Context: an optimization exercise on an open-source flow, tuned for small area. The choices shown serve that exercise and are no tape-out recipe. In this exercise RTL edits were held to simulation tests only and were not proved equivalent to the original. The clock port is modelled as an ideal driver, which makes a skipped or thinned clock tree look cheaper than it is; a real chip needs a root buffer or a tree. Power and IR drop assume default switching activity.

Design minicomp_core, start of the top module:
module minicomp_core (
    input  wire       clk,
    input  wire       rst,           
    output wire [7:0] mem_addr,
    input  wire [7:0] mem_rdata,
    output wire       mem_we,
    output wire [7:0] mem_wdata,
    output wire [7:0] io_port,       
    output wire       io_rd,         
    input  wire [7:0] io_rdata,
    input  wire       io_present,    
    output wire       io_wr,         
    output wire [7:0] io_wdata
);
    reg [7:0] x0, x1, x2, x3;        
    reg [7:0] pc, ioa, t;            
    reg [7:0] ir;                    
    reg [3:0] fl;                    
    reg [4:0] cnt;                   
    reg       clr;                   
    reg       k;                     
    wire [2:0] ph  = cnt[2:0];
    wire [1:0] stp = cnt[4:3];
    wire ph0 = (ph == 3'd0);
    wire ph7 = (ph == 3'd7);
    wire sF  = (stp == 2'd0);
    wire s1  = (stp == 2'd1);
    wire s2  = (stp == 2'd2);
    wire s3  = (stp == 2'd3);
    wire [1:0] ra = ir[3:2];
    wire [1:0] rb = ir[1:0];
    wire alu  = ir[7];
    wire [2:0] op = ir[6:4];
    wire c_ld   = !alu && op == 3'd0;
    wire c_st   = !alu && op == 3'd1;
    wire c_dat  = !alu && op == 3'd2;
    wire c_jmpr = !alu && op == 3'd3;
    wire c_jmp  = !alu && op == 3'd4;
    wire c_jxx  = !alu && op == 3'd5;
    wire c_clf  = !alu && op == 3'd6;
    wire c_io   = !alu && op == 3'd7;
    wire c_ind  = c_io && ra == 2'd0;
    wire c_ina  = c_io && ra == 2'd1;
    wire c_outd = c_io && ra == 2'd2;
    wire c_outa = c_io && ra == 2'd3;
    wire taken  = (fl & ir[3:0]) != 4'd0;
    wire swap  = (c_ld && (s1 || s2)) || (c_st && (s2 || s3));
    wire sel_a = swap || (alu && s1);
    wire [1:0] rs = sel_a ? ra : rb;
    reg xs;
    always @(*) begin
        case (rs)
            2'd0: xs = x0[0];
            2'd1: xs = x1[0];
            2'd2: xs = x2[0];
            default: xs = x3[0];
        endcase
    end
    wire a  = t[0];
    wire b  = xs;
    wire d  = a ^ b;
    wire g  = a & b;
    wire f3 = fl[3];
    wire c_lo = op[1] ? (op[0] ? ~a : (ph7 ? f3 : t[1]))    
  ...
Size: ~260 cells after synthesis, ~54 I/O pins.
clock: 8.0 ns
lec_check: 0
abc_area: 1
cap_margin: 20
core_margin: 2
core_utilization: 40
place_density: 0.6
slew_margin: 20
standard.sh (not shown) runs the stock make flow with config.mk's settings and CLKGATE_MAP_FILE= SYNTH_SCRIPT=/design/flow/synth_recipe.tcl, a recipe that flattens the netlist after the stock synthesis.
==> flow/flow/run.sh <==
#!/bin/bash
# Own layout flow: the standard flow (standard.sh), with
#  1. the standard synthesis, unchanged, followed by an area-oriented re-mapping of
#     the combinational logic only (flow/resyn.ys with the abc scripts
#     flow/resyn_*.abc, smallest result kept; flip-flops untouched);
#  2. port buffers of the smallest buffer cell;
#  3. after clock tree synthesis, its tree is replaced by 4 clock buffers
#     (sky130_fd_sc_hd__clkbuf_8), each feeding the registers of one quarter of the core
#     (flow/post_cts.tcl.in, run as ORFS's POST_CTS_TCL hook).
# Each tool's full output goes to its own log in this folder; ORFS steps also keep
# their logs under orfs/logs/.
set -euo pipefail
W=$(pwd)
R=$W/orfs/results/${FLOW_PLATFORM}/minicomp_core/base
LIB=$FLOW_HOME/platforms/${FLOW_PLATFORM}/lib/sky130_fd_sc_hd__tt_025C_1v80.lib
YOSYS=$FLOW_HOME/../tools/install/yosys/bin/yosys
[[ -x $YOSYS ]] || YOSYS=yosys
export BUFFER_PORTS_ARGS="-buffer_cell sky130_fd_sc_hd__buf_1"
export CTS_ARGS="-sink_clustering_enable -repair_clock_nets -dont_use_dummy_load -buf_list sky130_fd_sc_hd__clkbuf_8 -root_buf sky130_fd_sc_hd__clkbuf_8 -sink_clustering_size 40 -sink_clustering_max_diameter 100"

sed -e "s/@N@/4/g" -e "s/@BUF@/sky130_fd_sc_hd__clkbuf_8/g" flow/post_cts.tcl.in > $W/post_cts.tcl
export POST_CTS_TCL=$W/post_cts.tcl

bash standard.sh synth > synth.log 2>&1
cp $R/1_2_yosys.v $W/std_1_2_yosys.v
# several abc scripts, run side by side; the smallest netlist is kept
for S in a b c d e; do
  sed -e "s#@LIB@#$LIB#g" -e "s#@IN@#$W/std_1_2_yosys.v#g" -e "s#@OUT@#$W/resyn_$S.v#g" \
      -e "s#@TOP@#$FLOW_TOP#g" -e "s#@ABC@#$W/flow/resyn_$S.abc#g" flow/resyn.ys > resyn_$S.ys
  $YOSYS -s resyn_$S.ys > resyn_$S.log 2>&1 &
done
wait
best=""; best_area=""
for S in a b c d e; do
  area=$(grep -s "Chip area for module" resyn_$S.log | tail -1 | awk '{print $NF}')
  [[ -n "$area" && -f resyn_$S.v ]] || continue
  echo "resyn_$S: $area" >> resyn_pick.log
  if [[ -z "$best" ]] || awk -v a="$area" -v b="$best_area" 'BEGIN{exit !(a < b)}'; then
    best=$S; best_area=$area
  fi
done
echo "picked resyn_$best ($best_area)" >> resyn_pick.log
cp $W/resyn_$best.v $R/1_2_yosys.v
bash standard.sh do-1_synth > synth_odb.log 2>&1
bash standard.sh > standard.log 2>&1
==> flow/flow/resyn_a.abc <==
strash
dch
map -a
mfs2
strash
dch -f
map -a
topo
==> flow/flow/resyn_b.abc <==
strash
dc2
dch -f
map -a
mfs2
strash
dc2
dch -f
map -a
mfs2
strash
dch -f
map -a
topo
==> flow/flow/resyn_c.abc <==
strash
&get -n
&deepsyn -T 10 -S 1
&put
dch -f
map -a
mfs2
strash
dch -f
map -a
topo
==> flow/flow/resyn_d.abc <==
strash
&get -n
&dch
&nf -a
&put
mfs2
strash
dch -f
map -a
topo
Other scripts of this flow, unchanged in this note and not shown: flow/flow/post_cts.tcl.in, flow/flow/resyn.ys, flow/flow/resyn_e.abc
The starting point went through all stages and came out clean.
Then changed:
--- a/flow/flow/run.sh
+++ b/flow/flow/run.sh
@@ -26,5 +26,20 @@
-# several abc scripts, run side by side; the smallest netlist is kept
-for S in a b c d e; do
-  sed -e "s#@LIB@#$LIB#g" -e "s#@IN@#$W/std_1_2_yosys.v#g" -e "s#@OUT@#$W/resyn_$S.v#g" \
-      -e "s#@TOP@#$FLOW_TOP#g" -e "s#@ABC@#$W/flow/resyn_$S.abc#g" flow/resyn.ys > resyn_$S.ys
-  $YOSYS -s resyn_$S.ys > resyn_$S.log 2>&1 &
+# Two rounds; in each, several abc scripts run side by side on the round's input,
+# and the smallest netlist so far is kept (round 1 starts from the standard
+# synthesis, round 2 from round 1's pick).
+best_v=$W/std_1_2_yosys.v; best_area=""
+for round in 1 2; do
+  in_v=$best_v
+  for S in a b c d e; do
+    sed -e "s#@LIB@#$LIB#g" -e "s#@IN@#$in_v#g" -e "s#@OUT@#$W/resyn${round}_$S.v#g" \
+        -e "s#@TOP@#$FLOW_TOP#g" -e "s#@ABC@#$W/flow/resyn_$S.abc#g" flow/resyn.ys > resyn${round}_$S.ys
+    $YOSYS -s resyn${round}_$S.ys > resyn${round}_$S.log 2>&1 &
+  done
+  wait
+  for S in a b c d e; do
+    area=$(grep -s "Chip area for module" resyn${round}_$S.log | tail -1 | awk '{print $NF}')
+    [[ -n "$area" && -f resyn${round}_$S.v ]] || continue
+    echo "resyn${round}_$S: $area" >> resyn_pick.log
+    if [[ -z "$best_area" ]] || awk -v a="$area" -v b="$best_area" 'BEGIN{exit !(a < b)}'; then
+      best_v=$W/resyn${round}_$S.v; best_area=$area
+    fi
+  done
@@ -32,12 +47,2 @@
-wait
-best=""; best_area=""
-for S in a b c d e; do
-  area=$(grep -s "Chip area for module" resyn_$S.log | tail -1 | awk '{print $NF}')
-  [[ -n "$area" && -f resyn_$S.v ]] || continue
-  echo "resyn_$S: $area" >> resyn_pick.log
-  if [[ -z "$best" ]] || awk -v a="$area" -v b="$best_area" 'BEGIN{exit !(a < b)}'; then
-    best=$S; best_area=$area
-  fi
-done
-echo "picked resyn_$best ($best_area)" >> resyn_pick.log
-cp $W/resyn_$best.v $R/1_2_yosys.v
+echo "picked $best_v ($best_area)" >> resyn_pick.log
+cp $best_v $R/1_2_yosys.v
==> flow/flow/resyn_a.abc (replaced) <==
strash
&get -n
&st
&dch -f
&nf -a -p -R 1000 -F 8 -A 8 -C 32
&put
mfs2
strash
&get -n
&dch -f
&nf -a -p -R 1000 -F 8 -A 8 -C 32
&put
topo
==> flow/flow/resyn_b.abc (replaced) <==
strash
&get -n
&st
&dch -f
&nf -a -R 1000
&put
mfs2
strash
&get -n
&dch -f
&nf -a -R 1000
&put
mfs2
strash
&get -n
&dch -f
&nf -a -R 1000
&put
topo
==> flow/flow/resyn_c.abc (replaced) <==
strash
&get -n
&st
&dch -f
&nf -a -R 100
&put
mfs2
strash
&get -n
&dch -f
&nf -a -R 100
&put
topo
==> flow/flow/resyn_d.abc (replaced) <==
strash
&get -n
&deepsyn -T 8 -S 3
&st
&dch -f
&nf -a -p -R 1000
&put
mfs2
strash
&get -n
&dch -f
&nf -a -p -R 1000
&put
topo
Effect: The new run passed the timing, design-rule and antenna checks; total power came out lower by about 0.75%; hold slack hardly moves; utilization fell by 0.53 points; design area drops by about 1.7%.
In every run of this note, the design's own scripts or RTL, not TritonCTS, make the clock network.

The RTL this note starts from:
==> flow/design.v <==
module minicomp_core (
    input  wire       clk,
    input  wire       rst,           
    output wire [7:0] mem_addr,
    input  wire [7:0] mem_rdata,
    output wire       mem_we,
    output wire [7:0] mem_wdata,
    output wire [7:0] io_port,       
    output wire       io_rd,         
    input  wire [7:0] io_rdata,
    input  wire       io_present,    
    output wire       io_wr,         
    output wire [7:0] io_wdata
);
    reg [7:0] x0, x1, x2, x3;        
    reg [7:0] pc, ioa, t;            
    reg [7:0] ir;                    
    reg [3:0] fl;                    
    reg [4:0] cnt;                   
    reg       q;                     
    wire [2:0] ph  = cnt[2:0];
    wire [1:0] stp = cnt[4:3];
    wire ph0 = (ph == 3'd0);
    wire ph7 = (ph == 3'd7);
    wire sF  = (stp == 2'd0);
    wire s1  = (stp == 2'd1);
    wire s2  = (stp == 2'd2);
    wire s3  = (stp == 2'd3);
    wire clr = s3 && q;
    wire [1:0] ra = ir[3:2];
    wire [1:0] rb = ir[1:0];
    wire alu  = ir[7];
    wire [2:0] op = ir[6:4];
    wire c_ld   = !alu && op == 3'd0;
    wire c_st   = !alu && op == 3'd1;
    wire c_dat  = !alu && op == 3'd2;
    wire c_jmpr = !alu && op == 3'd3;
    wire c_jmp  = !alu && op == 3'd4;
    wire c_jxx  = !alu && op == 3'd5;
    wire c_clf  = !alu && op == 3'd6;
    wire c_io   = !alu && op == 3'd7;
    wire c_ind  = c_io && ra == 2'd0;
    wire c_ina  = c_io && ra == 2'd1;
    wire c_outd = c_io && ra == 2'd2;
    wire c_outa = c_io && ra == 2'd3;
    wire taken  = (fl & ir[3:0]) != 4'd0;
    wire swap  = (c_ld && (s1 || s2)) || (c_st && (s2 || s3));
    wire sel_a = swap || (alu && s1);
    wire [1:0] rs = sel_a ? ra : rb;
    reg xs;
    always @(*) begin
        case (rs)
            2'd0: xs = x0[0];
            2'd1: xs = x1[0];
            2'd2: xs = x2[0];
            default: xs = x3[0];
        endcase
    end
    wire a  = t[0];
    wire b  = xs;
    wire d  = a ^ b;
    wire g  = a & b;
    wire f3 = fl[3];
    wire c_lo = op[1] ? (op[0] ? ~a : (ph7 ? f3 : t[1]))    
                      : (op[0] ? f3 : d ^ f3);                
    wire c_hi = (g & ~op[1]) | (d & (op[0] | op[1]));        
    wire c    = op[2] ? c_hi : c_lo;
    wire cy   = op[2] ? 1'b0 :
                op[1] ? (!op[0] && (ph7 ? t[1] : f3)) :
                        (op[0] ? a : (d ? f3 : a));
    wire upd  = s2 && alu;
    wire clrf = clr || (s1 && c_clf);
    wire init = s1 && alu;
    wire alu_wr = upd && op != 3'd7;
    wire t_wb   = s3 && (c_ld || c_dat || c_ind);
    wire ina_wr = s1 && c_ina;
    wire xwe    = swap || alu_wr || t_wb || ina_wr;
    wire wbit   = !clr && ((swap && pc[0]) || (ina_wr && ioa[0]) ||
                           (alu_wr && c) || (t_wb && t[0]));
    wire we0 = clr || (xwe && rs == 2'd0);
    wire we1 = clr || (xwe && rs == 2'd1);
    wire we2 = clr || (xwe && rs == 2'd2);
    wire we3 = clr || (xwe && rs == 2'd3);
    wire cin  = ph0 | q;
    wire inc  = sF || (s2 && (c_dat || c_jmp || c_jxx));
    wire pc_x = swap || (s1 && c_jmpr);
    wire pc_t = s3 && (c_jmp || (c_jxx && taken));
    wire pc_in = !clr && ((pc_x && xs) || (pc_t && t[0]) ||
                          (!pc_x && !pc_t && (pc[0] ^ (inc && cin))));
    wire io_in = !clr && ((s1 && c_outa) ? xs : ioa[0]);
    wire t_cp = s1 && (alu || c_st || c_outd);
    wire ldm  = s2 && ph0 && (c_ld || c_dat || c_jmp || c_jxx);
    wire ldi  = s2 && ph0 && c_ind;
    wire [7:0] t_or = ({8{ldm}} & mem_rdata) | ({8{ldi}} & io_rdata);
    assign mem_addr  = pc;
    assign mem_wdata = t;
    assign io_wdata  = t;
    assign io_port   = ioa;
    assign mem_we    = s3 && ph0 && c_st && !clr;
    assign io_rd     = ldi;
    assign io_wr     = s2 && ph0 && c_outd;
    always @(posedge clk) begin
        x0 <= {we0 ? wbit : x0[0], x0[7:1]};
        x1 <= {we1 ? wbit : x1[0], x1[7:1]};
        x2 <= {we2 ? wbit : x2[0], x2[7:1]};
        x3 <= {we3 ? wbit : x3[0], x3[7:1]};
        pc  <= {pc_in, pc[7:1]};
        ioa <= {io_in, ioa[7:1]};
        t   <= {s2 ? t[0] : (t_cp & xs), t[7:1]} | {t_or[0], t_or[7:1]};
        if (sF && ph0)
            ir <= mem_rdata;
        else if (ldi && !io_present)
            ir[2] <= 1'b1;               
        fl[3] <= !clrf && (upd ? cy : fl[3]);
        fl[2] <= !clrf && !init && ((upd && d) ? a : fl[2]);
        fl[1] <= !clrf && (init || (fl[1] && !(upd && d)));
        fl[0] <= !clrf && (init ? op != 3'd7 : (fl[0] && !(upd && c)));
        if (rst) begin
            cnt <= 5'b11000;
            q   <= 1'b1;
        end else begin
            cnt <= cnt + 5'd1;
            q   <= !ph7 && (clr || (inc && pc[0] && cin));
        end
    end
endmodule
clock: 8.0 ns
lec_check: 0
abc_area: 1
cap_margin: 20
core_margin: 2
core_utilization: 60
place_density: 0.75
slew_margin: 20
==> flow/flow/run.sh <==
#!/bin/bash
# Own layout flow: the standard flow (standard.sh), with
#  1. the standard synthesis, unchanged, followed by an area-oriented re-mapping of
#     the combinational logic only (flow/resyn.ys with the abc scripts
#     flow/resyn_*.abc, smallest result kept; flip-flops untouched);
#  2. port buffers of the smallest buffer cell;
#  3. after clock tree synthesis, its tree is replaced by 4 clock buffers
#     (sky130_fd_sc_hd__clkbuf_8), each feeding the registers of one quarter of the core
#     (flow/post_cts.tcl.in, run as ORFS's POST_CTS_TCL hook).
# Each tool's full output goes to its own log in this folder; ORFS steps also keep
# their logs under orfs/logs/.
set -euo pipefail
W=$(pwd)
R=$W/orfs/results/${FLOW_PLATFORM}/minicomp_core/base
LIB=$FLOW_HOME/platforms/${FLOW_PLATFORM}/lib/sky130_fd_sc_hd__tt_025C_1v80.lib
YOSYS=$FLOW_HOME/../tools/install/yosys/bin/yosys
[[ -x $YOSYS ]] || YOSYS=yosys
export BUFFER_PORTS_ARGS="-buffer_cell sky130_fd_sc_hd__buf_1"
export CTS_ARGS="-sink_clustering_enable -repair_clock_nets -dont_use_dummy_load -buf_list sky130_fd_sc_hd__clkbuf_8 -root_buf sky130_fd_sc_hd__clkbuf_8 -sink_clustering_size 40 -sink_clustering_max_diameter 100"

sed -e "s/@N@/4/g" -e "s/@BUF@/sky130_fd_sc_hd__clkbuf_8/g" flow/post_cts.tcl.in > $W/post_cts.tcl
export POST_CTS_TCL=$W/post_cts.tcl

bash standard.sh synth > synth.log 2>&1
cp $R/1_2_yosys.v $W/std_1_2_yosys.v
# Two rounds; in each, several abc scripts run side by side on the round's input,
# and the smallest netlist so far is kept (round 1 starts from the standard
# synthesis, round 2 from round 1's pick).
best_v=$W/std_1_2_yosys.v; best_area=""
for round in 1 2; do
  in_v=$best_v
  for S in a b c d e; do
    sed -e "s#@LIB@#$LIB#g" -e "s#@IN@#$in_v#g" -e "s#@OUT@#$W/resyn${round}_$S.v#g" \
        -e "s#@TOP@#$FLOW_TOP#g" -e "s#@ABC@#$W/flow/resyn_$S.abc#g" flow/resyn.ys > resyn${round}_$S.ys
    $YOSYS -s resyn${round}_$S.ys > resyn${round}_$S.log 2>&1 &
  done
  wait
  for S in a b c d e; do
    area=$(grep -s "Chip area for module" resyn${round}_$S.log | tail -1 | awk '{print $NF}')
    [[ -n "$area" && -f resyn${round}_$S.v ]] || continue
    echo "resyn${round}_$S: $area" >> resyn_pick.log
    if [[ -z "$best_area" ]] || awk -v a="$area" -v b="$best_area" 'BEGIN{exit !(a < b)}'; then
      best_v=$W/resyn${round}_$S.v; best_area=$area
    fi
  done
done
echo "picked $best_v ($best_area)" >> resyn_pick.log
cp $best_v $R/1_2_yosys.v
bash standard.sh do-1_synth > synth_odb.log 2>&1
bash standard.sh > standard.log 2>&1
==> flow/flow/resyn_d.abc <==
strash
&get -n
&deepsyn -T 30 -S 51
&st
&dch -f
&nf -a -p -R 1000
&put
mfs2
strash
&get -n
&dch -f
&nf -a -p -R 1000
&put
topo
==> flow/flow/resyn_e.abc <==
strash
&get -n
&deepsyn -T 30 -S 23
&st
&dch -f
&nf -a -p -R 1000
&put
mfs2
strash
&get -n
&dch -f
&nf -a -p -R 1000
&put
topo
Other scripts of this flow, unchanged in this note and not shown: flow/flow/post_cts.tcl.in, flow/flow/resyn.ys, flow/flow/resyn_a.abc, flow/flow/resyn_b.abc, flow/flow/resyn_c.abc
Next try:
==> flow/flow/resyn_d.abc (replaced) <==
strash
&get -n
&deepsyn -T 8 -S 3
&st
&dch -f
&nf -a -p -R 1000
&put
mfs2
strash
&get -n
&dch -f
&nf -a -p -R 1000
&put
topo
==> flow/flow/resyn_e.abc (replaced) <==
strash
&get -n
&deepsyn -T 20
&put
dch -f
map -a
mfs2
strash
dch -f
map -a
topo
CORE_UTILIZATION = 40   (was 60)
PLACE_DENSITY = 0.6   (was 0.75)
- The changed run completed without violations
- die area grows by 47%
- combinational power barely changes
- first-iteration DRC count grows by 110%
- wire length grows by 2.2%
- core utilization shrinks by 25 points
- critical path depth stays the same
- hold slack barely changes
- cell count grows by 8.8%
- sequential power barely changes
- final area grows by 1.3%
- flip-flop and latch count does not change
Next try:
==> flow/flow/resyn_d.abc (replaced) <==
strash
&get -n
&deepsyn -T 30 -S 51
&st
&dch -f
&nf -a -p -R 1000
&put
mfs2
strash
&get -n
&dch -f
&nf -a -p -R 1000
&put
topo
==> flow/flow/resyn_e.abc (replaced) <==
strash
&get -n
&deepsyn -T 30 -S 23
&st
&dch -f
&nf -a -p -R 1000
&put
mfs2
strash
&get -n
&dch -f
&nf -a -p -R 1000
&put
topo
The changed run ran to the end with no violations; final cell count does not change; hold slack is unchanged; worst setup slack does not change; global-route usage is unchanged; final area stays the same; synthesized area stays the same; total power does not change; fmax is unchanged; sequential power barely changes; critical path depth does not change.
In every run of this note, the design's own scripts or RTL, not TritonCTS, make the clock network.

separate check: timing with driven ports:
How much do the figures lean on ideal ports? The routed layouts below were timed once more, with nothing changed but the port constraints. Step 1, drivers: a clkbuf_16 drives clk and a buf_2 each remaining input, both assumed. Step 2 also shifts input and output timing later by t, the mid clock arrival at the registers, as if the neighbouring blocks saw the same clock. Three values: ideal, step 1, step 2; two values: the first two.
| run | shift t [ns] | setup slack, ns | latest minus earliest clock arrival (ns) | worst data-port slew with drivers (ns) |
|---|---|---|---|---|
| the first run of note 1 | 0.215 | 3.783 / 3.783 / 3.783 | 0.005 / 0.005 | 0.03 |
| the second run of note 1 | 0.213 | 3.686 / 3.686 / 3.686 | 0.011 / 0.011 | 0.03 |
| the first run of note 2 | 0.210 | 3.738 / 3.738 / 3.738 | 0.009 / 0.009 | 0.03 |
| the second run of note 2 | 0.213 | 3.771 / 3.771 / 3.771 | 0.019 / 0.019 | 0.04 |
| the third run of note 2 | 0.213 | 3.771 / 3.771 / 3.771 | 0.019 / 0.019 | 0.04 |
After both steps every run listed still meets setup and hold.
